Background: an optimization exercise with open tools, aiming at small area, a short achievable clock period and few clock cycles. Do not read the settings as production practice.
In this exercise RTL edits were held to simulation tests only and were not proved equivalent to the original.

==> flow/design.v (outline; a module is shown in full before it is edited, if it fits) <==
// module bmp_reduce: 1157 lines
module bmp_reduce #(
    parameter MAXW = 128
) (
    input  wire       clk,
    input  wire       rst,
    input  wire       start,
    input  wire [7:0] cfg_width,      
    input  wire       cfg_bpp4,       
    input  wire [1:0] cfg_dither,     
    input  wire [6:0] cfg_bright,     
    input  wire [6:0] cfg_contrast,   
    input  wire       cfg_order,      
    input  wire       cfg_invert,     
    input  wire       in_valid,
    output wire       in_ready,
    input  wire [7:0] in_b,
    input  wire [7:0] in_g,
    input  wire [7:0] in_r,
    output reg        out_valid,
    input  wire       out_ready,
    output wire [7:0] out_data
);
  // ...
==> flow/run.sh <==
#!/bin/bash
# synth_recipe.tcl (not shown) runs the flow's synth.tcl, then flattens the netlist and writes it again
# the make line also repeats each setting of config.mk as NAME=value (left out here)
make -C /OpenROAD-flow-scripts/flow DESIGN_CONFIG=/design/flow/config.mk WORK_HOME=/design/flow/orfs CLKGATE_MAP_FILE= SYNTH_SCRIPT=/design/flow/synth_recipe.tcl finish
==> flow/config.mk <==
export PLATFORM = sky130hd
export DESIGN_NAME = bmp_reduce
export DESIGN_NICKNAME = bmp_reduce
export VERILOG_FILES = /design/flow/design.v
export SDC_FILE = /design/flow/constraint.sdc
export NUM_CORES = 4
export LEC_CHECK = 0
export CAP_MARGIN = 20
export CORE_MARGIN = 2
export CORE_UTILIZATION = 40
export SLEW_MARGIN = 20
==> flow/constraint.sdc <==
create_clock -name core_clock -period 46.0 [get_ports {clk}]
set_input_delay 9.2000 -clock core_clock [delete_from_list [all_inputs] [get_ports {clk}]]
set_output_delay 9.2000 -clock core_clock [all_outputs]
set_load 0.01 [all_outputs]
==> results.json, run 1 <==
{
  "maxSlewHeadroom_pct": 26.8,
  "postSynthAreaPerCell_um2": 11.2,
  "synth_top_area_share_pct": 47.6,
  "grt_pass1_vias": 24891,
  "worst_hold_slack_ps": 286,
  "cts_resized": 0,
  "reg2reg_from": "width[0]$_DFFE_PP_",
  "clk-insertion-delay-late_ps": 670,
  "multi_input_area_share_pct": 36.8,
  "final_area_um2": 46600,
  "clk_share_pct": 6.99,
  "worst_path_largest_cell_delay_ps": 750,
  "grt_setup_unrepaired": "false",
  "placementRows": 117,
  "yosys.area.top_type": "dfxtp_1",
  "finalMaxSlewViolations": 0,
  "largest_reg_flops": 889,
  "crit_family": "compound AO/OA/AOI/OAI gates",
  "worst_slack_ps": 34300,
  "layout.cells.most_common": "dfxtp_1",
  "grt_pass1_wl_mm": 130,
  "final_cells": 5201,
  "wl_mm": 79.2,
  "crit_end": "ring[32][0]$_DFF_P_",
  "hold_class": "register to register",
  "outcome": "timing/DRC/antenna clean",
  "num-nonclk-inverters": 467,
  "cts_tree": "done",
  "yosysWarningCount": 2,
  "coreArea_um2": 102000,
  "cts_buffers": 96
}
Testbench counts, summed over its fixed seeds: cycles 30,096.
==> inputs of run 2 (changes only) <==
--- a/flow/design.v
+++ b/flow/design.v
@@ -54,17 +54,18 @@
                        : bpp4 ? (xi_inc[0] || xi_inc == wm1)
                               : (&xi_inc[2:0] || xi_inc == wm1);
     wire [2:0] s0 = {1'b0, z} + {2'b0, done_in};
     wire [2:0] s1 = s0 + {2'b0, done_nx};
     wire ok_a0 = pop ? (s0 <= 3'd4) : (s0 <= 3'd3);
     wire ok_a1 = pop ? (s1 <= 3'd4) : (s1 <= 3'd3);
     wire space_ok = accept ? ok_a1 : ok_a0;
     wire g_wrap   = ({1'b0, g} >= wm1);
-    wire phase_ok = !fsmode || accept || g_wrap;
+    wire w_small  = (wm1[7:1] == 7'd0);
+    wire phase_ok = !fsmode || (w_small ? !accept : (accept || g_wrap));
     always @(posedge clk) begin
         if (rst) begin
             in_ready_r <= 1'b0;
             z          <= 2'd0;
         end else begin
             in_ready_r <= start || (phase_ok && space_ok);
             z          <= z + {1'b0, accept && done_in} - {1'b0, pop};
         end
@@ -74,28 +75,30 @@
             xi <= 8'd0;
             g  <= 7'h7f;
         end else begin
             if (accept)
                 xi <= last_in ? 8'd0 : xi_inc;
             g <= (accept || g_wrap) ? 7'd1 : g + 7'd1;
         end
     end
-    reg va, vb, vc, ve;
+    reg va, vb, vc, ve, v2;
     always @(posedge clk) begin
         if (rst) begin
             va <= 1'b0;
             vb <= 1'b0;
             vc <= 1'b0;
             ve <= 1'b0;
+            v2 <= 1'b0;
         end else begin
             va <= accept;
             vb <= va;
             vc <= vb && !bpp4;
             ve <= vc;
+            v2 <= ve;
         end
     end
     reg [7:0] ra, ga, ba;
     always @(posedge clk) begin
         ra <= in_r;
         ga <= in_g;
         ba <= in_b;
     end
@@ -689,431 +692,117 @@
     wire [20:0] qd_s = qd_a + qd_b;
     assign adj_q = qd_s[20:12];
     wire       n_neg = adj_n[19];
     wire       n_big = adj_n[18] || adj_n[17] || adj_q[8];
     wire [7:0] adj   = n_neg ? 8'd0 : n_big ? 8'd255 : adj_q[7:0];
     reg  [7:0] aq;
     always @(posedge clk)
         aq <= adj;
-    wire       proc = bpp4 ? vb : ve;
+    wire       cnt_en = bpp4 ? vb : ve;
     reg  [7:0] xd;            
     reg        fd;            
     reg  [2:0] y8;            
     reg        first_row;
     wire       ld = (xd == wm1);
     always @(posedge clk) begin
         if (start) begin
             xd        <= 8'd0;
             fd        <= 1'b1;
             y8        <= 3'd0;
             first_row <= 1'b1;
-        end else if (proc) begin
+        end else if (cnt_en) begin
             xd <= ld ? 8'd0 : xd + 8'd1;
             fd <= ld;
             if (ld) begin
                 y8        <= y8 + 3'd1;
                 first_row <= 1'b0;
             end
         end
     end
-    function [7:0] cadd;
-        input [7:0] v;
-        input       neg;
-        input [5:0] mag;
-        reg   [8:0] s;
-        begin
-            if (neg) begin
-                s = {1'b0, v} - {3'b0, mag};
-                cadd = s[8] ? 8'd0 : s[7:0];
-            end else begin
-                s = {1'b0, v} + {3'b0, mag};
-                cadd = s[8] ? 8'd255 : s[7:0];
-            end
-        end
-    endfunction
-    function [5:0] enc_mag;
-        input [6:0] m;
-        begin
-            case (m)
-                7'd0: enc_mag = 6'd0;
-                7'd1: enc_mag = 6'd0;
-                7'd2: enc_mag = 6'd0;
-                7'd3: enc_mag = 6'd0;
-                7'd4: enc_mag = 6'd1;
-                7'd5: enc_mag = 6'd1;
-                7'd6: enc_mag = 6'd2;
-                7'd7: enc_mag = 6'd3;
-                7'd8: enc_mag = 6'd3;
-                7'd9: enc_mag = 6'd3;
-                7'd10: enc_mag = 6'd4;
-                7'd11: enc_mag = 6'd5;
-                7'd12: enc_mag = 6'd5;
-                7'd13: enc_mag = 6'd6;
-                7'd14: enc_mag = 6'd6;
-                7'd15: enc_mag = 6'd6;
-                7'd16: enc_mag = 6'd7;
-                7'd17: enc_mag = 6'd7;
-                7'd18: enc_mag = 6'd7;
-                7'd19: enc_mag = 6'd7;
-                7'd20: enc_mag = 6'd8;
-                7'd21: enc_mag = 6'd8;
-                7'd22: enc_mag = 6'd9;
-                7'd23: enc_mag = 6'd10;
-                7'd24: enc_mag = 6'd10;
-                7'd25: enc_mag = 6'd10;
-                7'd26: enc_mag = 6'd11;
-                7'd27: enc_mag = 6'd12;
-                7'd28: enc_mag = 6'd12;
-                7'd29: enc_mag = 6'd13;
-                7'd30: enc_mag = 6'd13;
-                7'd31: enc_mag = 6'd13;
-                7'd32: enc_mag = 6'd14;
-                7'd33: enc_mag = 6'd14;
-                7'd34: enc_mag = 6'd14;
-                7'd35: enc_mag = 6'd14;
-                7'd36: enc_mag = 6'd15;
-                7'd37: enc_mag = 6'd15;
-                7'd38: enc_mag = 6'd16;
-                7'd39: enc_mag = 6'd17;
-                7'd40: enc_mag = 6'd17;
-                7'd41: enc_mag = 6'd17;
-                7'd42: enc_mag = 6'd18;
-                7'd43: enc_mag = 6'd19;
-                7'd44: enc_mag = 6'd19;
-                7'd45: enc_mag = 6'd20;
-                7'd46: enc_mag = 6'd20;
-                7'd47: enc_mag = 6'd20;
-                7'd48: enc_mag = 6'd21;
-                7'd49: enc_mag = 6'd21;
-                7'd50: enc_mag = 6'd21;
-                7'd51: enc_mag = 6'd21;
-                7'd52: enc_mag = 6'd22;
-                7'd53: enc_mag = 6'd22;
-                7'd54: enc_mag = 6'd23;
-                7'd55: enc_mag = 6'd24;
-                7'd56: enc_mag = 6'd24;
-                7'd57: enc_mag = 6'd24;
-                7'd58: enc_mag = 6'd25;
-                7'd59: enc_mag = 6'd26;
-                7'd60: enc_mag = 6'd26;
-                7'd61: enc_mag = 6'd27;
-                7'd62: enc_mag = 6'd27;
-                7'd63: enc_mag = 6'd27;
-                7'd64: enc_mag = 6'd28;
-                7'd65: enc_mag = 6'd28;
-                7'd66: enc_mag = 6'd28;
-                7'd67: enc_mag = 6'd28;
-                7'd68: enc_mag = 6'd29;
-                7'd69: enc_mag = 6'd29;
-                7'd70: enc_mag = 6'd30;
-                7'd71: enc_mag = 6'd31;
-                7'd72: enc_mag = 6'd31;
-                7'd73: enc_mag = 6'd31;
-                7'd74: enc_mag = 6'd32;
-                7'd75: enc_mag = 6'd33;
-                7'd76: enc_mag = 6'd33;
-                7'd77: enc_mag = 6'd34;
-                7'd78: enc_mag = 6'd34;
-                7'd79: enc_mag = 6'd34;
-                7'd80: enc_mag = 6'd35;
-                7'd81: enc_mag = 6'd35;
-                7'd82: enc_mag = 6'd35;
-                7'd83: enc_mag = 6'd35;
-                7'd84: enc_mag = 6'd36;
-                7'd85: enc_mag = 6'd36;
-                7'd86: enc_mag = 6'd37;
-                7'd87: enc_mag = 6'd38;
-                7'd88: enc_mag = 6'd38;
-                7'd89: enc_mag = 6'd38;
-                7'd90: enc_mag = 6'd39;
-                7'd91: enc_mag = 6'd40;
-                7'd92: enc_mag = 6'd40;
-                7'd93: enc_mag = 6'd41;
-                7'd94: enc_mag = 6'd41;
-                7'd95: enc_mag = 6'd41;
-                7'd96: enc_mag = 6'd42;
-                7'd97: enc_mag = 6'd42;
-                7'd98: enc_mag = 6'd42;
-                7'd99: enc_mag = 6'd42;
-                7'd100: enc_mag = 6'd43;
-                7'd101: enc_mag = 6'd43;
-                7'd102: enc_mag = 6'd44;
-                7'd103: enc_mag = 6'd45;
-                7'd104: enc_mag = 6'd45;
-                7'd105: enc_mag = 6'd45;
-                7'd106: enc_mag = 6'd46;
-                7'd107: enc_mag = 6'd47;
-                7'd108: enc_mag = 6'd47;
-                7'd109: enc_mag = 6'd48;
-                7'd110: enc_mag = 6'd48;
-                7'd111: enc_mag = 6'd48;
-                7'd112: enc_mag = 6'd49;
-                7'd113: enc_mag = 6'd49;
-                7'd114: enc_mag = 6'd49;
-                7'd115: enc_mag = 6'd49;
-                7'd116: enc_mag = 6'd50;
-                7'd117: enc_mag = 6'd50;
-                7'd118: enc_mag = 6'd51;
-                7'd119: enc_mag = 6'd52;
-                7'd120: enc_mag = 6'd52;
-                7'd121: enc_mag = 6'd52;
-                7'd122: enc_mag = 6'd53;
-                7'd123: enc_mag = 6'd54;
-                7'd124: enc_mag = 6'd54;
-                7'd125: enc_mag = 6'd55;
-                7'd126: enc_mag = 6'd55;
-                7'd127: enc_mag = 6'd55;
-                default: enc_mag = 6'd0;
-            endcase
-        end
-    endfunction
-    function [2:0] dec1;
-        input [5:0] c;
-        begin
-            case (c)
-                6'd0: dec1 = 3'd0;
-                6'd1: dec1 = 3'd0;
-                6'd2: dec1 = 3'd0;
-                6'd3: dec1 = 3'd0;
-                6'd4: dec1 = 3'd0;
-                6'd5: dec1 = 3'd0;
-                6'd6: dec1 = 3'd0;
-                6'd7: dec1 = 3'd1;
-                6'd8: dec1 = 3'd1;
-                6'd9: dec1 = 3'd1;
-                6'd10: dec1 = 3'd1;
-                6'd11: dec1 = 3'd1;
-                6'd12: dec1 = 3'd1;
-                6'd13: dec1 = 3'd1;
-                6'd14: dec1 = 3'd2;
-                6'd15: dec1 = 3'd2;
-                6'd16: dec1 = 3'd2;
-                6'd17: dec1 = 3'd2;
-                6'd18: dec1 = 3'd2;
-                6'd19: dec1 = 3'd2;
-                6'd20: dec1 = 3'd2;
-                6'd21: dec1 = 3'd3;
-                6'd22: dec1 = 3'd3;
-                6'd23: dec1 = 3'd3;
-                6'd24: dec1 = 3'd3;
-                6'd25: dec1 = 3'd3;
-                6'd26: dec1 = 3'd3;
-                6'd27: dec1 = 3'd3;
-                6'd28: dec1 = 3'd4;
-                6'd29: dec1 = 3'd4;
-                6'd30: dec1 = 3'd4;
-                6'd31: dec1 = 3'd4;
-                6'd32: dec1 = 3'd4;
-                6'd33: dec1 = 3'd4;
-                6'd34: dec1 = 3'd4;
-                6'd35: dec1 = 3'd5;
-                6'd36: dec1 = 3'd5;
-                6'd37: dec1 = 3'd5;
-                6'd38: dec1 = 3'd5;
-                6'd39: dec1 = 3'd5;
-                6'd40: dec1 = 3'd5;
-                6'd41: dec1 = 3'd5;
-                6'd42: dec1 = 3'd6;
-                6'd43: dec1 = 3'd6;
-                6'd44: dec1 = 3'd6;
-                6'd45: dec1 = 3'd6;
-                6'd46: dec1 = 3'd6;
-                6'd47: dec1 = 3'd6;
-                6'd48: dec1 = 3'd6;
-                6'd49: dec1 = 3'd7;
-                6'd50: dec1 = 3'd7;
-                6'd51: dec1 = 3'd7;
-                6'd52: dec1 = 3'd7;
-                6'd53: dec1 = 3'd7;
-                6'd54: dec1 = 3'd7;
-                6'd55: dec1 = 3'd7;
-                default: dec1 = 3'd0;
-            endcase
-        end
-    endfunction
-    function [4:0] dec3;
-        input [5:0] c;
-        begin
-            case (c)
-                6'd0: dec3 = 5'd0;
-                6'd1: dec3 = 5'd0;
-                6'd2: dec3 = 5'd1;
-                6'd3: dec3 = 5'd1;
-                6'd4: dec3 = 5'd1;
-                6'd5: dec3 = 5'd2;
-                6'd6: dec3 = 5'd2;
-                6'd7: dec3 = 5'd3;
-                6'd8: dec3 = 5'd3;
-                6'd9: dec3 = 5'd4;
-                6'd10: dec3 = 5'd4;
-                6'd11: dec3 = 5'd4;
-                6'd12: dec3 = 5'd5;
-                6'd13: dec3 = 5'd5;
-                6'd14: dec3 = 5'd6;
-                6'd15: dec3 = 5'd6;
-                6'd16: dec3 = 5'd7;
-                6'd17: dec3 = 5'd7;
-                6'd18: dec3 = 5'd7;
-                6'd19: dec3 = 5'd8;
-                6'd20: dec3 = 5'd8;
-                6'd21: dec3 = 5'd9;
-                6'd22: dec3 = 5'd9;
-                6'd23: dec3 = 5'd10;
-                6'd24: dec3 = 5'd10;
-                6'd25: dec3 = 5'd10;
-                6'd26: dec3 = 5'd11;
-                6'd27: dec3 = 5'd11;
-                6'd28: dec3 = 5'd12;
-                6'd29: dec3 = 5'd12;
-                6'd30: dec3 = 5'd13;
-                6'd31: dec3 = 5'd13;
-                6'd32: dec3 = 5'd13;
-                6'd33: dec3 = 5'd14;
-                6'd34: dec3 = 5'd14;
-                6'd35: dec3 = 5'd15;
-                6'd36: dec3 = 5'd15;
-                6'd37: dec3 = 5'd16;
-                6'd38: dec3 = 5'd16;
-                6'd39: dec3 = 5'd16;
-                6'd40: dec3 = 5'd17;
-                6'd41: dec3 = 5'd17;
-                6'd42: dec3 = 5'd18;
-                6'd43: dec3 = 5'd18;
-                6'd44: dec3 = 5'd19;
-                6'd45: dec3 = 5'd19;
-                6'd46: dec3 = 5'd19;
-                6'd47: dec3 = 5'd20;
-                6'd48: dec3 = 5'd20;
-                6'd49: dec3 = 5'd21;
-                6'd50: dec3 = 5'd21;
-                6'd51: dec3 = 5'd22;
-                6'd52: dec3 = 5'd22;
-                6'd53: dec3 = 5'd22;
-                6'd54: dec3 = 5'd23;
-                6'd55: dec3 = 5'd23;
-                default: dec3 = 5'd0;
-            endcase
-        end
-    endfunction
-    function [5:0] dec5;
-        input [5:0] c;
-        begin
-            case (c)
-                6'd0: dec5 = 6'd0;
-                6'd1: dec5 = 6'd1;
-                6'd2: dec5 = 6'd1;
-                6'd3: dec5 = 6'd2;
-                6'd4: dec5 = 6'd3;
-                6'd5: dec5 = 6'd3;
-                6'd6: dec5 = 6'd4;
-                6'd7: dec5 = 6'd5;
-                6'd8: dec5 = 6'd6;
-                6'd9: dec5 = 6'd6;
-                6'd10: dec5 = 6'd7;
-                6'd11: dec5 = 6'd8;
-                6'd12: dec5 = 6'd8;
-                6'd13: dec5 = 6'd9;
-                6'd14: dec5 = 6'd10;
-                6'd15: dec5 = 6'd11;
-                6'd16: dec5 = 6'd11;
-                6'd17: dec5 = 6'd12;
-                6'd18: dec5 = 6'd13;
-                6'd19: dec5 = 6'd13;
-                6'd20: dec5 = 6'd14;
-                6'd21: dec5 = 6'd15;
-                6'd22: dec5 = 6'd16;
-                6'd23: dec5 = 6'd16;
-                6'd24: dec5 = 6'd17;
-                6'd25: dec5 = 6'd18;
-                6'd26: dec5 = 6'd18;
-                6'd27: dec5 = 6'd19;
-                6'd28: dec5 = 6'd20;
-                6'd29: dec5 = 6'd21;
-                6'd30: dec5 = 6'd21;
-                6'd31: dec5 = 6'd22;
-                6'd32: dec5 = 6'd23;
-                6'd33: dec5 = 6'd23;
-                6'd34: dec5 = 6'd24;
-                6'd35: dec5 = 6'd25;
-                6'd36: dec5 = 6'd26;
-                6'd37: dec5 = 6'd26;
-                6'd38: dec5 = 6'd27;
-                6'd39: dec5 = 6'd28;
-                6'd40: dec5 = 6'd28;
-                6'd41: dec5 = 6'd29;
-                6'd42: dec5 = 6'd30;
-                6'd43: dec5 = 6'd31;
-                6'd44: dec5 = 6'd31;
-                6'd45: dec5 = 6'd32;
-                6'd46: dec5 = 6'd33;
-                6'd47: dec5 = 6'd33;
-                6'd48: dec5 = 6'd34;
-                6'd49: dec5 = 6'd35;
-                6'd50: dec5 = 6'd36;
-                6'd51: dec5 = 6'd36;
-                6'd52: dec5 = 6'd37;
-                6'd53: dec5 = 6'd38;
-                6'd54: dec5 = 6'd38;
-                6'd55: dec5 = 6'd39;
-                default: dec5 = 6'd0;
-            endcase
-        end
-    endfunction
     reg [6:0] d1;             
     reg [3:0] d2;             
     reg [6:0] t7;             
-    reg [6:0] ring [0:MAXW-2];
+    reg [6:0] ring [0:MAXW-3];
+    reg [6:0] r_out;          
     wire [6:0] hofs  = ~wm1[6:0];           
     wire [3:0] ha    = hofs[6:3];
     wire [2:0] hb    = hofs[2:0];
-    wire [6:0] r_out = ring[7'd126 - {4'd0, hb}];
+    wire [6:0] r_end = ring[7'd125 - {4'd0, hb}];
+    wire [6:0] r_pre = w_small ? r_out : r_end;
     wire       w1    = (wm1 == 8'd0);
-    wire [6:0] e_ur = (first_row || ld) ? 7'd0 : r_out;
-    wire [6:0] e_u  = first_row ? 7'd0 : d1;
-    wire [3:0] e_ul = (first_row || fd) ? 4'd0 : d2;
-    wire [6:0] e_l  = fd ? 7'd0 : t7;
-    wire [7:0] fs1 = cadd(aq,  e_ul[3], {3'd0, e_ul[2:0]});
-    wire [7:0] fs2 = cadd(fs1, e_u[6],  dec5(e_u[5:0]));
-    wire [7:0] fs3 = cadd(fs2, e_ur[6], {1'b0, dec3(e_ur[5:0])});
-    wire [7:0] fs4 = cadd(fs3, e_l[6],  e_l[5:0]);
+    wire [6:0] d1_n = v2 ? r_out : d1;
+    wire [2:0] d1_div16;
+    bmp_reduce_dec1 u_dec1 (.c(d1[5:0]), .v(d1_div16));
+    wire [3:0] d2_u = {d1[6], d1_div16};
+    wire [3:0] d2_n = v2 ? d2_u : d2;
+    wire [6:0] e_ur = (first_row || ld) ? 7'd0 : r_pre;
+    wire [6:0] e_u  = first_row ? 7'd0 : d1_n;
+    wire [3:0] e_ul = (first_row || fd) ? 4'd0 : d2_n;
+    wire [5:0] u_mul5;
+    wire [4:0] ur_mul3;
+    wire [7:0] fs1, fs2, fs3;
+    bmp_reduce_dec5 u_dec5 (.c(e_u[5:0]), .v(u_mul5));
+    bmp_reduce_dec3 u_dec3 (.c(e_ur[5:0]), .v(ur_mul3));
+    bmp_reduce_cadd u_fs1 (.v(aq),  .neg(e_ul[3]), .mag({3'd0, e_ul[2:0]}), .r(fs1));
+    bmp_reduce_cadd u_fs2 (.v(fs1), .neg(e_u[6]),  .mag(u_mul5),             .r(fs2));
+    bmp_reduce_cadd u_fs3 (.v(fs2), .neg(e_ur[6]), .mag({1'b0, ur_mul3}),    .r(fs3));
+    wire [5:0] bayer  = {xd[0] ^ y8[0], y8[0], xd[1] ^ y8[1], y8[1], xd[2] ^ y8[2], y8[2]};
+    wire       od_bit = aq > {2'b0, bayer};
+    reg  [7:0] f3q;
+    reg  [2:0] xp2;
+    reg        ld2, fd2, nb2;
+    always @(posedge clk) begin
+        f3q <= fs3;
+        xp2 <= xd[2:0];
+        ld2 <= ld;
+        fd2 <= fd;
+        nb2 <= dither[1] ? od_bit : aq[7];
+    end
+    wire [6:0] e_l     = fd2 ? 7'd0 : t7;
+    wire [7:0] fs4;
+    bmp_reduce_cadd u_fs4 (.v(f3q), .neg(e_l[6]), .mag(e_l[5:0]), .r(fs4));
     wire       fs_bit  = fs4[7];
     wire [6:0] e_mag   = fs4[6:0] ^ {7{fs_bit}};
     wire [9:0] e_mag7  = {e_mag, 3'b0} - {3'b0, e_mag};
-    wire [6:0] code    = {fs_bit, enc_mag(e_mag)};
-    wire [6:0] head_in = ve ? code : r_out;
-    always @(posedge clk)
+    wire [5:0] e_cls;
+    bmp_reduce_enc u_enc (.m(e_mag), .c(e_cls));
+    wire [6:0] code    = {fs_bit, e_cls};
+    wire [6:0] head_in = v2 ? code : r_out;
+    always @(posedge clk) begin
         ring[0] <= head_in;
+        r_out   <= w_small ? head_in : r_end;
+    end
     genvar gi;
     generate
-        for (gi = 1; gi < MAXW - 1; gi = gi + 1) begin : g_ring
+        for (gi = 1; gi < MAXW - 2; gi = gi + 1) begin : g_ring
             if (gi % 8 == 0) begin : g_head
                 always @(posedge clk)
                     ring[gi] <= (ha == gi / 8) ? head_in : ring[gi - 1];
             end else begin : g_mid
                 always @(posedge clk)
                     ring[gi] <= ring[gi - 1];
             end
         end
     endgenerate
     always @(posedge clk) begin
-        if (ve) begin
+        if (v2) begin
             d1 <= w1 ? code : r_out;
-            d2 <= {d1[6], dec1(d1[5:0])};
+            d2 <= d2_u;
             t7 <= {fs_bit, e_mag7[9:4]};
         end
     end
-    wire [5:0] bayer  = {xd[0] ^ y8[0], y8[0], xd[1] ^ y8[1], y8[1], xd[2] ^ y8[2], y8[2]};
-    wire       od_bit = aq > {2'b0, bayer};
-    wire       bit1   = dither[0] ? fs_bit : dither[1] ? od_bit : aq[7];
-    wire [3:0] nib4   = lq[7:4];
+    wire bit1 = dither[0] ? fs_bit : nb2;
+    wire [3:0] nib4 = lq[7:4];
+    wire       proc = bpp4 ? vb : v2;
     reg  [7:0] acc;
     reg  [7:0] packed_byte;
-    wire [2:0] xp = xd[2:0];
-    wire       byte_done = bpp4 ? (xp[0] || ld) : (&xp || ld);
+    wire [2:0] xp = bpp4 ? xd[2:0] : xp2;
+    wire       lp = bpp4 ? ld : ld2;
+    wire       byte_done = bpp4 ? (xp[0] || lp) : (&xp || lp);
     always @(*) begin
         if (bpp4) begin
             if (xp[0] == 1'b0)
                 packed_byte = order ? {4'b0, nib4} : {nib4, 4'b0};
             else
                 packed_byte = order ? {nib4, acc[3:0]} : {acc[7:4], nib4};
         end else begin
             packed_byte = (xp == 3'd0) ? 8'd0 : acc;
@@ -1150,8 +839,342 @@
             n         <= 2'd0;
             out_valid <= 1'b0;
         end else begin
             n         <= n_next;
             out_valid <= (n_next != 2'd0);
         end
     end
 endmodule
+module bmp_reduce_enc (input wire [6:0] m, output reg [5:0] c);
+    always @(*) begin
+        case (m)
+            7'd0: c = 6'd0;
+            7'd1: c = 6'd0;
+            7'd2: c = 6'd0;
+            7'd3: c = 6'd0;
+            7'd4: c = 6'd1;
+            7'd5: c = 6'd1;
+            7'd6: c = 6'd2;
+            7'd7: c = 6'd3;
+            7'd8: c = 6'd3;
+            7'd9: c = 6'd3;
+            7'd10: c = 6'd4;
+            7'd11: c = 6'd5;
+            7'd12: c = 6'd5;
+            7'd13: c = 6'd6;
+            7'd14: c = 6'd6;
+            7'd15: c = 6'd6;
+            7'd16: c = 6'd7;
+            7'd17: c = 6'd7;
+            7'd18: c = 6'd7;
+            7'd19: c = 6'd7;
+            7'd20: c = 6'd8;
+            7'd21: c = 6'd8;
+            7'd22: c = 6'd9;
+            7'd23: c = 6'd10;
+            7'd24: c = 6'd10;
+            7'd25: c = 6'd10;
+            7'd26: c = 6'd11;
+            7'd27: c = 6'd12;
+            7'd28: c = 6'd12;
+            7'd29: c = 6'd13;
+            7'd30: c = 6'd13;
+            7'd31: c = 6'd13;
+            7'd32: c = 6'd14;
+            7'd33: c = 6'd14;
+            7'd34: c = 6'd14;
+            7'd35: c = 6'd14;
+            7'd36: c = 6'd15;
+            7'd37: c = 6'd15;
+            7'd38: c = 6'd16;
+            7'd39: c = 6'd17;
+            7'd40: c = 6'd17;
+            7'd41: c = 6'd17;
+            7'd42: c = 6'd18;
+            7'd43: c = 6'd19;
+            7'd44: c = 6'd19;
+            7'd45: c = 6'd20;
+            7'd46: c = 6'd20;
+            7'd47: c = 6'd20;
+            7'd48: c = 6'd21;
+            7'd49: c = 6'd21;
+            7'd50: c = 6'd21;
+            7'd51: c = 6'd21;
+            7'd52: c = 6'd22;
+            7'd53: c = 6'd22;
+            7'd54: c = 6'd23;
+            7'd55: c = 6'd24;
+            7'd56: c = 6'd24;
+            7'd57: c = 6'd24;
+            7'd58: c = 6'd25;
+            7'd59: c = 6'd26;
+            7'd60: c = 6'd26;
+            7'd61: c = 6'd27;
+            7'd62: c = 6'd27;
+            7'd63: c = 6'd27;
+            7'd64: c = 6'd28;
+            7'd65: c = 6'd28;
+            7'd66: c = 6'd28;
+            7'd67: c = 6'd28;
+            7'd68: c = 6'd29;
+            7'd69: c = 6'd29;
+            7'd70: c = 6'd30;
+            7'd71: c = 6'd31;
+            7'd72: c = 6'd31;
+            7'd73: c = 6'd31;
+            7'd74: c = 6'd32;
+            7'd75: c = 6'd33;
+            7'd76: c = 6'd33;
+            7'd77: c = 6'd34;
+            7'd78: c = 6'd34;
+            7'd79: c = 6'd34;
+            7'd80: c = 6'd35;
+            7'd81: c = 6'd35;
+            7'd82: c = 6'd35;
+            7'd83: c = 6'd35;
+            7'd84: c = 6'd36;
+            7'd85: c = 6'd36;
+            7'd86: c = 6'd37;
+            7'd87: c = 6'd38;
+            7'd88: c = 6'd38;
+            7'd89: c = 6'd38;
+            7'd90: c = 6'd39;
+            7'd91: c = 6'd40;
+            7'd92: c = 6'd40;
+            7'd93: c = 6'd41;
+            7'd94: c = 6'd41;
+            7'd95: c = 6'd41;
+            7'd96: c = 6'd42;
+            7'd97: c = 6'd42;
+            7'd98: c = 6'd42;
+            7'd99: c = 6'd42;
+            7'd100: c = 6'd43;
+            7'd101: c = 6'd43;
+            7'd102: c = 6'd44;
+            7'd103: c = 6'd45;
+            7'd104: c = 6'd45;
+            7'd105: c = 6'd45;
+            7'd106: c = 6'd46;
+            7'd107: c = 6'd47;
+            7'd108: c = 6'd47;
+            7'd109: c = 6'd48;
+            7'd110: c = 6'd48;
+            7'd111: c = 6'd48;
+            7'd112: c = 6'd49;
+            7'd113: c = 6'd49;
+            7'd114: c = 6'd49;
+            7'd115: c = 6'd49;
+            7'd116: c = 6'd50;
+            7'd117: c = 6'd50;
+            7'd118: c = 6'd51;
+            7'd119: c = 6'd52;
+            7'd120: c = 6'd52;
+            7'd121: c = 6'd52;
+            7'd122: c = 6'd53;
+            7'd123: c = 6'd54;
+            7'd124: c = 6'd54;
+            7'd125: c = 6'd55;
+            7'd126: c = 6'd55;
+            7'd127: c = 6'd55;
+            default: c = 6'd0;
+        endcase
+    end
+endmodule
+module bmp_reduce_dec1 (input wire [5:0] c, output reg [2:0] v);
+    always @(*) begin
+        case (c)
+            6'd0: v = 3'd0;
+            6'd1: v = 3'd0;
+            6'd2: v = 3'd0;
+            6'd3: v = 3'd0;
+            6'd4: v = 3'd0;
+            6'd5: v = 3'd0;
+            6'd6: v = 3'd0;
+            6'd7: v = 3'd1;
+            6'd8: v = 3'd1;
+            6'd9: v = 3'd1;
+            6'd10: v = 3'd1;
+            6'd11: v = 3'd1;
+            6'd12: v = 3'd1;
+            6'd13: v = 3'd1;
+            6'd14: v = 3'd2;
+            6'd15: v = 3'd2;
+            6'd16: v = 3'd2;
+            6'd17: v = 3'd2;
+            6'd18: v = 3'd2;
+            6'd19: v = 3'd2;
+            6'd20: v = 3'd2;
+            6'd21: v = 3'd3;
+            6'd22: v = 3'd3;
+            6'd23: v = 3'd3;
+            6'd24: v = 3'd3;
+            6'd25: v = 3'd3;
+            6'd26: v = 3'd3;
+            6'd27: v = 3'd3;
+            6'd28: v = 3'd4;
+            6'd29: v = 3'd4;
+            6'd30: v = 3'd4;
+            6'd31: v = 3'd4;
+            6'd32: v = 3'd4;
+            6'd33: v = 3'd4;
+            6'd34: v = 3'd4;
+            6'd35: v = 3'd5;
+            6'd36: v = 3'd5;
+            6'd37: v = 3'd5;
+            6'd38: v = 3'd5;
+            6'd39: v = 3'd5;
+            6'd40: v = 3'd5;
+            6'd41: v = 3'd5;
+            6'd42: v = 3'd6;
+            6'd43: v = 3'd6;
+            6'd44: v = 3'd6;
+            6'd45: v = 3'd6;
+            6'd46: v = 3'd6;
+            6'd47: v = 3'd6;
+            6'd48: v = 3'd6;
+            6'd49: v = 3'd7;
+            6'd50: v = 3'd7;
+            6'd51: v = 3'd7;
+            6'd52: v = 3'd7;
+            6'd53: v = 3'd7;
+            6'd54: v = 3'd7;
+            6'd55: v = 3'd7;
+            default: v = 3'd0;
+        endcase
+    end
+endmodule
+module bmp_reduce_dec3 (input wire [5:0] c, output reg [4:0] v);
+    always @(*) begin
+        case (c)
+            6'd0: v = 5'd0;
+            6'd1: v = 5'd0;
+            6'd2: v = 5'd1;
+            6'd3: v = 5'd1;
+            6'd4: v = 5'd1;
+            6'd5: v = 5'd2;
+            6'd6: v = 5'd2;
+            6'd7: v = 5'd3;
+            6'd8: v = 5'd3;
+            6'd9: v = 5'd4;
+            6'd10: v = 5'd4;
+            6'd11: v = 5'd4;
+            6'd12: v = 5'd5;
+            6'd13: v = 5'd5;
+            6'd14: v = 5'd6;
+            6'd15: v = 5'd6;
+            6'd16: v = 5'd7;
+            6'd17: v = 5'd7;
+            6'd18: v = 5'd7;
+            6'd19: v = 5'd8;
+            6'd20: v = 5'd8;
+            6'd21: v = 5'd9;
+            6'd22: v = 5'd9;
+            6'd23: v = 5'd10;
+            6'd24: v = 5'd10;
+            6'd25: v = 5'd10;
+            6'd26: v = 5'd11;
+            6'd27: v = 5'd11;
+            6'd28: v = 5'd12;
+            6'd29: v = 5'd12;
+            6'd30: v = 5'd13;
+            6'd31: v = 5'd13;
+            6'd32: v = 5'd13;
+            6'd33: v = 5'd14;
+            6'd34: v = 5'd14;
+            6'd35: v = 5'd15;
+            6'd36: v = 5'd15;
+            6'd37: v = 5'd16;
+            6'd38: v = 5'd16;
+            6'd39: v = 5'd16;
+            6'd40: v = 5'd17;
+            6'd41: v = 5'd17;
+            6'd42: v = 5'd18;
+            6'd43: v = 5'd18;
+            6'd44: v = 5'd19;
+            6'd45: v = 5'd19;
+            6'd46: v = 5'd19;
+            6'd47: v = 5'd20;
+            6'd48: v = 5'd20;
+            6'd49: v = 5'd21;
+            6'd50: v = 5'd21;
+            6'd51: v = 5'd22;
+            6'd52: v = 5'd22;
+            6'd53: v = 5'd22;
+            6'd54: v = 5'd23;
+            6'd55: v = 5'd23;
+            default: v = 5'd0;
+        endcase
+    end
+endmodule
+module bmp_reduce_dec5 (input wire [5:0] c, output reg [5:0] v);
+    always @(*) begin
+        case (c)
+            6'd0: v = 6'd0;
+            6'd1: v = 6'd1;
+            6'd2: v = 6'd1;
+            6'd3: v = 6'd2;
+            6'd4: v = 6'd3;
+            6'd5: v = 6'd3;
+            6'd6: v = 6'd4;
+            6'd7: v = 6'd5;
+            6'd8: v = 6'd6;
+            6'd9: v = 6'd6;
+            6'd10: v = 6'd7;
+            6'd11: v = 6'd8;
+            6'd12: v = 6'd8;
+            6'd13: v = 6'd9;
+            6'd14: v = 6'd10;
+            6'd15: v = 6'd11;
+            6'd16: v = 6'd11;
+            6'd17: v = 6'd12;
+            6'd18: v = 6'd13;
+            6'd19: v = 6'd13;
+            6'd20: v = 6'd14;
+            6'd21: v = 6'd15;
+            6'd22: v = 6'd16;
+            6'd23: v = 6'd16;
+            6'd24: v = 6'd17;
+            6'd25: v = 6'd18;
+            6'd26: v = 6'd18;
+            6'd27: v = 6'd19;
+            6'd28: v = 6'd20;
+            6'd29: v = 6'd21;
+            6'd30: v = 6'd21;
+            6'd31: v = 6'd22;
+            6'd32: v = 6'd23;
+            6'd33: v = 6'd23;
+            6'd34: v = 6'd24;
+            6'd35: v = 6'd25;
+            6'd36: v = 6'd26;
+            6'd37: v = 6'd26;
+            6'd38: v = 6'd27;
+            6'd39: v = 6'd28;
+            6'd40: v = 6'd28;
+            6'd41: v = 6'd29;
+            6'd42: v = 6'd30;
+            6'd43: v = 6'd31;
+            6'd44: v = 6'd31;
+            6'd45: v = 6'd32;
+            6'd46: v = 6'd33;
+            6'd47: v = 6'd33;
+            6'd48: v = 6'd34;
+            6'd49: v = 6'd35;
+            6'd50: v = 6'd36;
+            6'd51: v = 6'd36;
+            6'd52: v = 6'd37;
+            6'd53: v = 6'd38;
+            6'd54: v = 6'd38;
+            6'd55: v = 6'd39;
+            default: v = 6'd0;
+        endcase
+    end
+endmodule
+module bmp_reduce_cadd (
+    input  wire [7:0] v,
+    input  wire       neg,
+    input  wire [5:0] mag,
+    output wire [7:0] r
+);
+    wire [8:0] dif = {1'b0, v} - {3'b0, mag};
+    wire [8:0] sum = {1'b0, v} + {3'b0, mag};
+    assign r = neg ? (dif[8] ? 8'd0 : dif[7:0]) : (sum[8] ? 8'd255 : sum[7:0]);
+endmodule
==> flow/config.mk (replaced) <==
export PLATFORM = sky130hd
export DESIGN_NAME = bmp_reduce
export DESIGN_NICKNAME = bmp_reduce
export VERILOG_FILES = /design/flow/design.v
export SDC_FILE = /design/flow/constraint.sdc
export NUM_CORES = 4
export LEC_CHECK = 0
export CAP_MARGIN = 20
export CORE_MARGIN = 2
export CORE_UTILIZATION = 60
export CTS_BUF_LIST = sky130_fd_sc_hd__clkbuf_8
export CTS_CLUSTER_DIAMETER = 60
export CTS_CLUSTER_SIZE = 20
export SLEW_MARGIN = 20
==> run 2 against run 1 <==
Compared with the run above: clock-buffer cell count down 63; via count up 1.7%; first-iteration DRC count up 9.1%; die area down 32%; routed wire length up 0.76%; worst hold slack better by 7.1 ps; fmax up 7.2%; setup slack better by 780 ps; synthesized cell count up 0.49%; non-clock buffer count up 2.
==> results.json, run 2 <==
{
  "largestRegisters": "ring x882, tq x13",
  "critPathKind": "register to output pin",
  "grt_max_degree": 50,
  "required_ps": 36800,
  "dieArea_um2": 71500,
  "syn_area_um2": 41600,
  "postCtsSetupBuffers": 0,
  "final_area_um2": 44700,
  "cts-htree-levels": 3,
  "synth_most_common_cell": "dfxtp_1",
  "synthTopCellsByArea": "dfxtp_1 (48%), fa_1 (11%), ha_1 (6.9%)",
  "seq_area_frac_synth_pct": 53.5,
  "crit_end": "in_ready",
  "initial_core_util_pct": 60.7,
  "grt_pass1_vias": 25915,
  "yosys.area.top_type": "dfxtp_1",
  "skew_ps": 72.3,
  "layout.cells.most_common": "dfxtp_1",
  "crit_family": "buffers and inverters",
  "root_buffer": "clkbuf_8",
  "placed_area_um2": 43200,
  "finalSetupViolCount": 0,
  "reg2reg_from": "contrast[2]$_DFFE_PP_",
  "r2r_end": "aq[4]$_SDFF_PP0_",
  "worst_slack_ps": 35080,
  "syn_to_final_growth_pct": 7.43,
  "crit_buf_inv": 1,
  "clkSinkCount": 1075,
  "dp_hpwl_mm": 57.7,
  "drive_gt1_share_pct": 5.94,
  "cp.depth": 1,
  "crit_chain": "clkdlybuf4s50_1",
  "crit_start": "in_ready_r$_SDFF_PP0_",
  "synth-async-reset-ratio_pct": 0,
  "maxCapViolCount": 0,
  "die_w_um": 267,
  "drc": 0,
  "nets": 4268,
  "ctsLongestPathBuffers": 3,
  "ys_seq_elements": 1075,
  "finalCritPeriodShare_pct": 23.7,
  "dr_total_vias": 25108,
  "tns_ps": 0,
  "clk-insertion-delay-late_ps": 730,
  "io-pin-count": 66,
  "portBuffers": 65,
  "outcome": "timing/DRC/antenna clean",
  "worst_hold_slack_ps": 293,
  "gp_congestion": 0.887,
  "overflow": 0,
  "worstPathMaxFanout": 3,
  "cp-start-kind": "register",
  "hold_class": "register to register",
  "rrSetupSlack_ps": 36550,
  "hold_violations": 0,
  "cts_buffers": 74,
  "largest_reg_flops": 882,
  "cp.arrival_ps": 1720,
  "synthFlopType": "dfxtp_1",
  "netlist_top_cells_count": "dfxtp_1 (1002), inv_1 (434), ha_1 (231)",
  "finalMaxSlewViolations": 0,
  "grt_pass1_wl_mm": 132,
  "fmax_mhz": 91.6,
  "cts_resized": 0,
  "dr.pass1.iters": 8,
  "cts_hold_buf": 0,
  "tightest_slew_ps": 1150,
  "synth_top_area_share_pct": 48.2,
  "post_drt_via_cell_ratio": 5.32,
  "dp_slack_ps": 34730,
  "maxSlewHeadroom_pct": 22.8,
  "postSynthAreaPerCell_um2": 11.3,
  "worst_path_largest_cell_delay_ps": 670,
  "wl_mm": 79.8,
  "grt.total_usage_pct": 23.0,
  "grt_setup_unrepaired": "false",
  "critical-path-slowest-cell": "clkdlybuf4s50_1",
  "netlist_instances": 3694,
  "final_cell_mix": "dfxtp_1 (1001), inv_1 (438), ha_1 (231)",
  "end_kind": "output pin",
  "fin_crit_ps": 10920,
  "synth_edf_count": 73,
  "antenna_found_initial": 2,
  "cts_tree": "done",
  "syn_nets": 4205,
  "placementRows": 96,
  "antenna_left": 0,
  "max_flop_register": "ring",
  "coreArea_um2": 68600,
  "fill_cells": 5195,
  "wire_per_inst_um": 16.9,
  "drt_iter0_drc": 1719,
  "synth_cell_type_count": 93,
  "yosysWarningCount": 6,
  "ff2ff_path_depth": 32,
  "die_y_um": 267,
  "clk_pin_slew_ps": 110
}
run 2: worst min path at each step:
stage                     cells past startpoint                 from                    to
final                                         0  ring[81][1]$_DFF_P_   ring[82][1]$_DFF_P_
after global routing                          0  ring[64][5]$_DFF_P_   ring[65][5]$_DFF_P_
after CTS                                     0  ring[16][6]$_DFF_P_   ring[17][6]$_DFF_P_
after detailed placement                      0  ring[27][2]$_DFF_P_   ring[28][2]$_DFF_P_
after global placement                        0  ring[98][2]$_DFF_P_   ring[99][2]$_DFF_P_
after floorplan                               0  ring[99][0]$_DFF_P_  ring[100][0]$_DFF_P_
run 2: area by class of cell:
cell class	instances	area [µm²]	share of cell area, %
multi-input cells	2080	17400	38.9
inverters	441	1660	3.70
repair buffers	85	796	1.78
clock buffers	78	1070	2.40
well taps	931	1160	2.61
flip-flops and latches	1075	22300	49.8
clock inverters	28	379	0.848
diodes	2	5.00	0.0112
run 2: logic make-up (layout without fill, tap and decap cells):
kind of cell               after synthesis  in the layout  share of synthesized area [%]
adders and majority gates              460            460                           17.8
AOI/OAI and AO/OA                      690            690                           10.7
and+or+nand+nor                        735            735                           8.50
muxes                                   71             71                           1.87
other                                    0              2                              0
xor gates and xnor gates               124            124                           2.63
DFF                                   1075           1075                           53.5
buffers and inverters                  539            632                           4.93
run 2: worst reg2reg max path: cells and delay by family (launching register included):
| kind | cells | cell delay, ps |
|---|---|---|
| flops | 1 | 610 |
| buf+inv | 5 | 550 |
| simple gates | 7 | 1350 |
| compound gates | 10 | 2320 |
| xor+xnor | 1 | 590 |
| fa+ha+maj | 9 | 3870 |
run 2: layer usage:
| layer | up-vias | global-route usage (%) | part of all wire, % |
|---|---|---|---|
| li1 | 12331 | - | - |
| met1 | 12157 | 31.7 | 47 |
| met2 | 475 | 38.0 | 46 |
| met3 | 145 | 3.25 | 3.8 |
| met4 | 0 | 6.86 | 2.7 |
| met5 | - | 0 | 0 |
run 2: stage by stage:
step / util, % / instances
floorplan: - / 3694
global placement: 63.0 / 4612
detailed placement: 63.0 / 4612
CTS: 65.2 / 4718
global route: 65.2 / 4720
finish: 65.2 / 4720
Testbench counts of run 2, summed over its fixed seeds: cycles 30,136.
==> inputs of run 3 (changes only) <==
--- a/flow/config.mk
+++ b/flow/config.mk
@@ -7,8 +7,5 @@
 export LEC_CHECK = 0
 export CAP_MARGIN = 20
 export CORE_MARGIN = 2
-export CORE_UTILIZATION = 60
-export CTS_BUF_LIST = sky130_fd_sc_hd__clkbuf_8
-export CTS_CLUSTER_DIAMETER = 60
-export CTS_CLUSTER_SIZE = 20
+export CORE_UTILIZATION = 40
 export SLEW_MARGIN = 20
==> run 3 against run 2 <==
Compared with the run above: synthesized cell count is the same; final cell count grew 11%; routed wire length shrank 0.90%; setup slack gained 140 ps; worst hold slack gained 18 ps; first-iteration DRC count shrank 4.2%; critical endpoint unchanged.
==> results.json, run 3 <==
{
  "outcome": "timing/DRC/antenna clean",
  "worstPathMaxFanout": 3,
  "overflow": 0,
  "finalSetupViolCount": 0,
  "portBuffers": 65,
  "cp-start-kind": "register",
  "worst_slack_ps": 35220,
  "worst_path_largest_cell_delay_ps": 590,
  "final_cell_mix": "dfxtp_1 (1001), inv_1 (434), ha_1 (231)",
  "die_w_um": 327,
  "hold_violations": 0,
  "largest_reg_flops": 882,
  "dp.cells": 5074,
  "antenna_found_initial": 0,
  "drc": 0,
  "drt_iter0_drc": 1647,
  "max_flop_register": "ring",
  "worst_hold_slack_ps": 311,
  "postSynthAreaPerCell_um2": 11.3,
  "syn_nets": 4205,
  "syn_to_final_growth_pct": 13.7,
  "syn_area_um2": 41600,
  "yosysWarningCount": 6,
  "required_ps": 36800,
  "grt_use_met3_pct": 1.88,
  "synth_cell_type_count": 93,
  "drive_gt1_share_pct": 7.76,
  "grt_pass1_vias": 25325,
  "grt_max_degree": 50,
  "final_cells": 5258,
  "yosys.area.top_type": "dfxtp_1",
  "skew_ps": 32.6,
  "die_y_um": 327,
  "clkSinkCount": 1075,
  "wl_mm": 79.1,
  "synth_most_common_cell": "dfxtp_1",
  "maxCapViolCount": 0,
  "fin_crit_ps": 10780,
  "cts_hold_buf": 0,
  "ys_seq_elements": 1075,
  "dr_total_vias": 24924,
  "largestRegisters": "ring x882, tq x13",
  "post_drt_via_cell_ratio": 4.74,
  "finalMaxSlewViolations": 0,
  "root_buffer": "clkbuf_16",
  "crit_buf_inv": 1,
  "netlist_instances": 3694,
  "critPathKind": "register to output pin",
  "diodes": 0,
  "synth-async-reset-ratio_pct": 0,
  "crit_chain": "clkdlybuf4s50_1",
  "netlist_top_cells_count": "dfxtp_1 (1002), inv_1 (434), ha_1 (231)",
  "coreArea_um2": 103000,
  "seq_area_frac_synth_pct": 53.5,
  "dr.pass1.iters": 6,
  "dp_hpwl_mm": 55.3,
  "nets": 4306,
  "cts_resized": 0,
  "fmax_mhz": 92.8,
  "wire_per_inst_um": 15.0,
  "dp_slack_ps": 34810,
  "ctsLongestPathBuffers": 3,
  "synth_edf_count": 73,
  "grt_busiest_layer": "met2",
  "critical-path-slowest-cell": "clkdlybuf4s50_1",
  "end_kind": "output pin",
  "use_met2_pct": 24.3,
  "grt_pass1_wl_mm": 132,
  "placementRows": 118,
  "gp_congestion": 0.840,
  "layout.cells.most_common": "dfxtp_1",
  "io-pin-count": 66,
  "fill_cells": 9551,
  "grt.total_usage_pct": 15.1,
  "tightest_slew_ps": 1060,
  "dieArea_um2": 107000,
  "cts_buffers": 99,
  "synthTopCellsByArea": "dfxtp_1 (48%), fa_1 (11%), ha_1 (6.9%)",
  "hold_class": "register to register",
  "synthFlopType": "dfxtp_1",
  "antenna_left": 0,
  "maxSlewHeadroom_pct": 27.6,
  "postCtsSetupBuffers": 0,
  "grt_setup_unrepaired": "false",
  "finalCritPeriodShare_pct": 23.4,
  "crit_family": "buffers and inverters",
  "clk-insertion-delay-late_ps": 670,
  "met1_usage_pct": 21.4,
  "cts_tree": "done",
  "initial_core_util_pct": 40.3,
  "synth_top_area_share_pct": 48.2,
  "cts-htree-levels": 3,
  "tns_ps": 0,
  "clk_pin_slew_ps": 60,
  "cp.arrival_ps": 1580
}
## run 3: per-stage QoR
stage               utilization, %  area (µm²)
floorplan                        -       41600
global placement              42.4       43900
detailed placement            42.4       43900
CTS                           45.8       47300
global route                  45.8       47300
finish                        45.8       47300
## run 3: cell families (layout without fill, tap and decap cells)
kind of cell / count (synthesis) / count (layout) / share of synthesized area [%]
flip-flops: 1075 / 1075 / 53.5
AND/OR/NAND/NOR: 735 / 735 / 8.50
AO/OA/AOI/OAI: 690 / 690 / 10.7
buffers and inverters: 539 / 723 / 4.93
adder cells (fa/ha/maj): 460 / 460 / 17.8
XOR/XNOR: 124 / 124 / 2.63
multiplexers: 71 / 71 / 1.87
## run 3: worst paths after layout
kind / slack, ps / depth (start not counted) / from / endpoint
worst max-delay path: 35220 / 1 / in_ready_r$_SDFF_PP0_ / in_ready
worst min-delay path: 310 / 0 / ring[106][1]$_DFF_P_ / ring[107][1]$_DFF_P_
worst max register to register: 36690 / 31 / contrast[2]$_DFFE_PP_ / aq[0]$_SDFF_PP0_
worst min register to register: 310 / 0 / ring[106][1]$_DFF_P_ / ring[107][1]$_DFF_P_
## run 3: cell type report
type                    count  area (µm²)  area share, %
clock inverters            48         557           1.18
multi-input cells        2080       17300           36.6
inverters                 441        1660           3.50
flip-flops and latches   1075       22300           47.0
well taps                1380        1730           3.65
repair buffers             98         893           1.89
clock buffers             136        2890           6.11
## run 3: routing by layer
layer	wire (µm)	share of wire, %
met1	39300	50
met2	35400	45
met3	2850	3.6
met5	0	0
met4	1470	1.9
## run 3: worst register-to-register path: cells and delay by family (launching register included)
family | cells | cell delay [ps]
AO/OA/AOI/OAI | 11 | 2610
AND/OR/NAND/NOR | 6 | 1100
flip-flops | 1 | 650
XOR/XNOR | 1 | 500
buffers and inverters | 4 | 480
adder cells (fa/ha/maj) | 9 | 3840
==> inputs of run 4 (changes only) <==
==> flow/flow/run.sh (new file) <==
#!/bin/bash
# Standard layout, but the port buffers are buf_2 cells instead of the
# buffer_ports default (clkdlybuf4s50_1), which is slower and larger.
set -euo pipefail
export BUFFER_PORTS_ARGS="-buffer_cell sky130_fd_sc_hd__buf_2"
bash standard.sh > flow_standard.log 2>&1
==> flow/standard.sh (new file) <==
#!/bin/bash
# synth_recipe.tcl (not shown) runs the flow's synth.tcl, then flattens the netlist and writes it again
# the make line also repeats each setting of config.mk as NAME=value (left out here)
make -C /OpenROAD-flow-scripts/flow DESIGN_CONFIG=/design/flow/config.mk WORK_HOME=/design/flow/orfs CLKGATE_MAP_FILE= SYNTH_SCRIPT=/design/flow/synth_recipe.tcl "${@:-finish}"
--- a/flow/config.mk
+++ b/flow/config.mk
@@ -7,5 +7,7 @@
 export LEC_CHECK = 0
 export CAP_MARGIN = 20
 export CORE_MARGIN = 2
-export CORE_UTILIZATION = 40
+export CORE_UTILIZATION = 60
+export CTS_CLUSTER_DIAMETER = 80
+export CTS_CLUSTER_SIZE = 30
 export SLEW_MARGIN = 20
removed: flow/run.sh
==> run 4 against run 3 <==
Compared with the run above: still clean on timing, DRC and antenna; routed wire length grew 1.6%; critical path depth is the same; fmax grew 3.6%; global-route usage grew 7.9 points; largest cell class unchanged; highest routed layer unchanged.
==> results.json, run 4 <==
{
  "synthFlopType": "dfxtp_1",
  "max_flop_register": "ring",
  "hold_class": "register to register",
  "met2_length_mm": 37.3,
  "final_cell_mix": "dfxtp_1 (1001), inv_1 (434), ha_1 (231)",
  "finalMaxSlewViolations": 0,
  "cts_hold_buf": 0,
  "synth_most_common_cell": "dfxtp_1",
  "cts_resized": 0,
  "met3_length_mm": 3.40,
  "tightest_slew_ps": 1070,
  "grt_pass1_vias": 25862,
  "hold_violations": 0,
  "die_y_um": 267,
  "dieArea_um2": 71500,
  "synth_cell_type_count": 93,
  "dr.pass1.iters": 5,
  "maxSlewHeadroom_pct": 27.9,
  "grt_pass1_wl_mm": 132,
  "ctsLongestPathBuffers": 3,
  "drc": 0,
  "skew_ps": 56.8,
  "placementRows": 96,
  "fin_crit_ps": 10400,
  "netlist_instances": 3694,
  "finish.utilization_pct": 64.9,
  "dr.max_layer_used": "met4",
  "synthTopCellsByArea": "dfxtp_1 (48%), fa_1 (11%), ha_1 (6.9%)",
  "nets": 4246,
  "worst_slack_ps": 35600,
  "io-pin-count": 66,
  "syn_area_um2": 41600,
  "tns_ps": 0,
  "syn_to_final_growth_pct": 7.02,
  "root_buffer": "clkbuf_16",
  "post_drt_via_cell_ratio": 5.36,
  "synth_edf_count": 73,
  "portBuffers": 65,
  "largest_reg_flops": 882,
  "coreArea_um2": 68600,
  "overflow": 0,
  "layout.cells.most_common": "dfxtp_1",
  "antenna_left": 0,
  "yosys.area.top_type": "dfxtp_1",
  "fmax_mhz": 96.1,
  "clkSinkCount": 1075,
  "seq_area_frac_synth_pct": 53.5,
  "wire_per_inst_um": 17.1,
  "die_w_um": 267,
  "clk-insertion-delay-late_ps": 650,
  "crit_family": "flip-flops",
  "cp-start-kind": "register",
  "required_ps": 36800,
  "finalSetupViolCount": 0,
  "dr_total_vias": 25099,
  "synth-async-reset-ratio_pct": 0,
  "dp_hpwl_mm": 58.0,
  "wl_mm": 80.3,
  "postSynthAreaPerCell_um2": 11.3,
  "critPathKind": "register to output pin",
  "antenna_found_initial": 1,
  "crit_chain": "buf_2",
  "syn_nets": 4205,
  "clk_pin_slew_ps": 110,
  "netlist_top_cells_count": "dfxtp_1 (1002), inv_1 (434), ha_1 (231)",
  "worst_path_largest_cell_delay_ps": 420,
  "yosysWarningCount": 6,
  "grt.total_usage_pct": 23.0,
  "cp.arrival_ps": 1200,
  "grt_max_degree": 50,
  "critical-path-slowest-cell": "dfxtp_1",
  "drive_gt1_share_pct": 6.79,
  "worst_hold_slack_ps": 323,
  "initial_core_util_pct": 60.7,
  "synth_top_area_share_pct": 48.2,
  "cts_buffers": 48,
  "finalCritPeriodShare_pct": 22.6,
  "cts-htree-levels": 2,
  "crit_buf_inv": 1,
  "dp_slack_ps": 35090,
  "gp_congestion": 0.896,
  "outcome": "timing/DRC/antenna clean",
  "cts_tree": "done",
  "drt-met1-wl_mm": 37.7,
  "ys_seq_elements": 1075,
  "worstPathMaxFanout": 3,
  "largestRegisters": "ring x882, tq x13",
  "postCtsSetupBuffers": 0,
  "grt_setup_unrepaired": "false",
  "maxCapViolCount": 0,
  "end_kind": "output pin",
  "drt_iter0_drc": 1608
}
==> run 4: cell counts after synthesis <==
Identical to the previous run, type by type.
==> run 4: layout make-up <==
cell class                 instances  area, µm²
antenna                            1       2.50
clock buffer                      52       1220
clock inverter                    17        359
fill                            5290      24100
inverter                         441       1660
multi-input combinational       2080      17400
sequential                      1075      22300
tap                              931       1160
timing repair buffer              89        505
==> run 4: path summary, 6_finish.rpt <==
kind	start	endpoint	slack, ps	depth (start not counted)
hold / removal	ring[102][1]$_DFF_P_	ring[103][1]$_DFF_P_	320	0
setup / recovery	out_valid$_SDFF_PP0_	out_valid	35600	1
hold reg to reg	ring[102][1]$_DFF_P_	ring[103][1]$_DFF_P_	320	0
setup reg to reg	ra[4]$_DFF_P_	lq[7]$_DFF_P_	36560	30
==> run 4: logic make-up after synthesis <==
group | synth area share [%]
xor gates and xnor gates | 2.63
muxes | 1.87
AOI/OAI and AO/OA | 10.7
buffers and inverters | 4.93
and+or+nand+nor | 8.50
adders and majority gates | 17.8
DFF | 53.5
==> run 4: metrics by stage <==
step                instances  cell area, µm²
floorplan                3694           41600
global placement         4616           42900
detailed placement       4616           42900
CTS                      4685           44500
global route             4685           44500
finish                   4686           44500
==> run 4: per-layer routing <==
layer | vias up | GRT usage (%)
met4 | 0 | 5.97
met2 | 543 | 38.4
met3 | 134 | 2.88
met1 | 12134 | 31.8
met5 | - | 0
li1 | 12288 | -

## separate check: timing with driven ports
The results above use ideal ports. As a check the final layouts listed here were re-extracted and re-timed, cells and wires unchanged. Step 1 (the two cells are an assumption about what drives the block):
set clk [get_ports {clk}]
set_driving_cell -lib_cell sky130_fd_sc_hd__clkbuf_16 $clk
set_driving_cell -lib_cell sky130_fd_sc_hd__buf_2 [delete_from_list [all_inputs] $clk]
Step 2 moves the port delays by t, midway between the first and last clock arrival at a register: inputs arrive t later, outputs are due t later. That takes back most of the time a late clock gives input paths. Three values: ideal ports, drivers, drivers and shift; two values: the first two.
run | t, ns | setup WS [ns] | latest minus earliest clock arrival (ns)
run 1 | 0.703 | 34.295 / 34.295 / 34.295 | 0.052 / 0.053
run 2 | 0.757 | 35.080 / 35.018 / 34.659 | 0.076 / 0.076
run 3 | 0.712 | 35.222 / 35.160 / 34.761 | 0.033 / 0.033
run 4 | 0.683 | 35.597 / 35.534 / 35.053 | 0.061 / 0.060
After both steps every run listed still meets setup and hold. For run 4, which loses most, drivers alone change the setup slack by -0.063 ns; drivers and shift together by -0.544 ns.
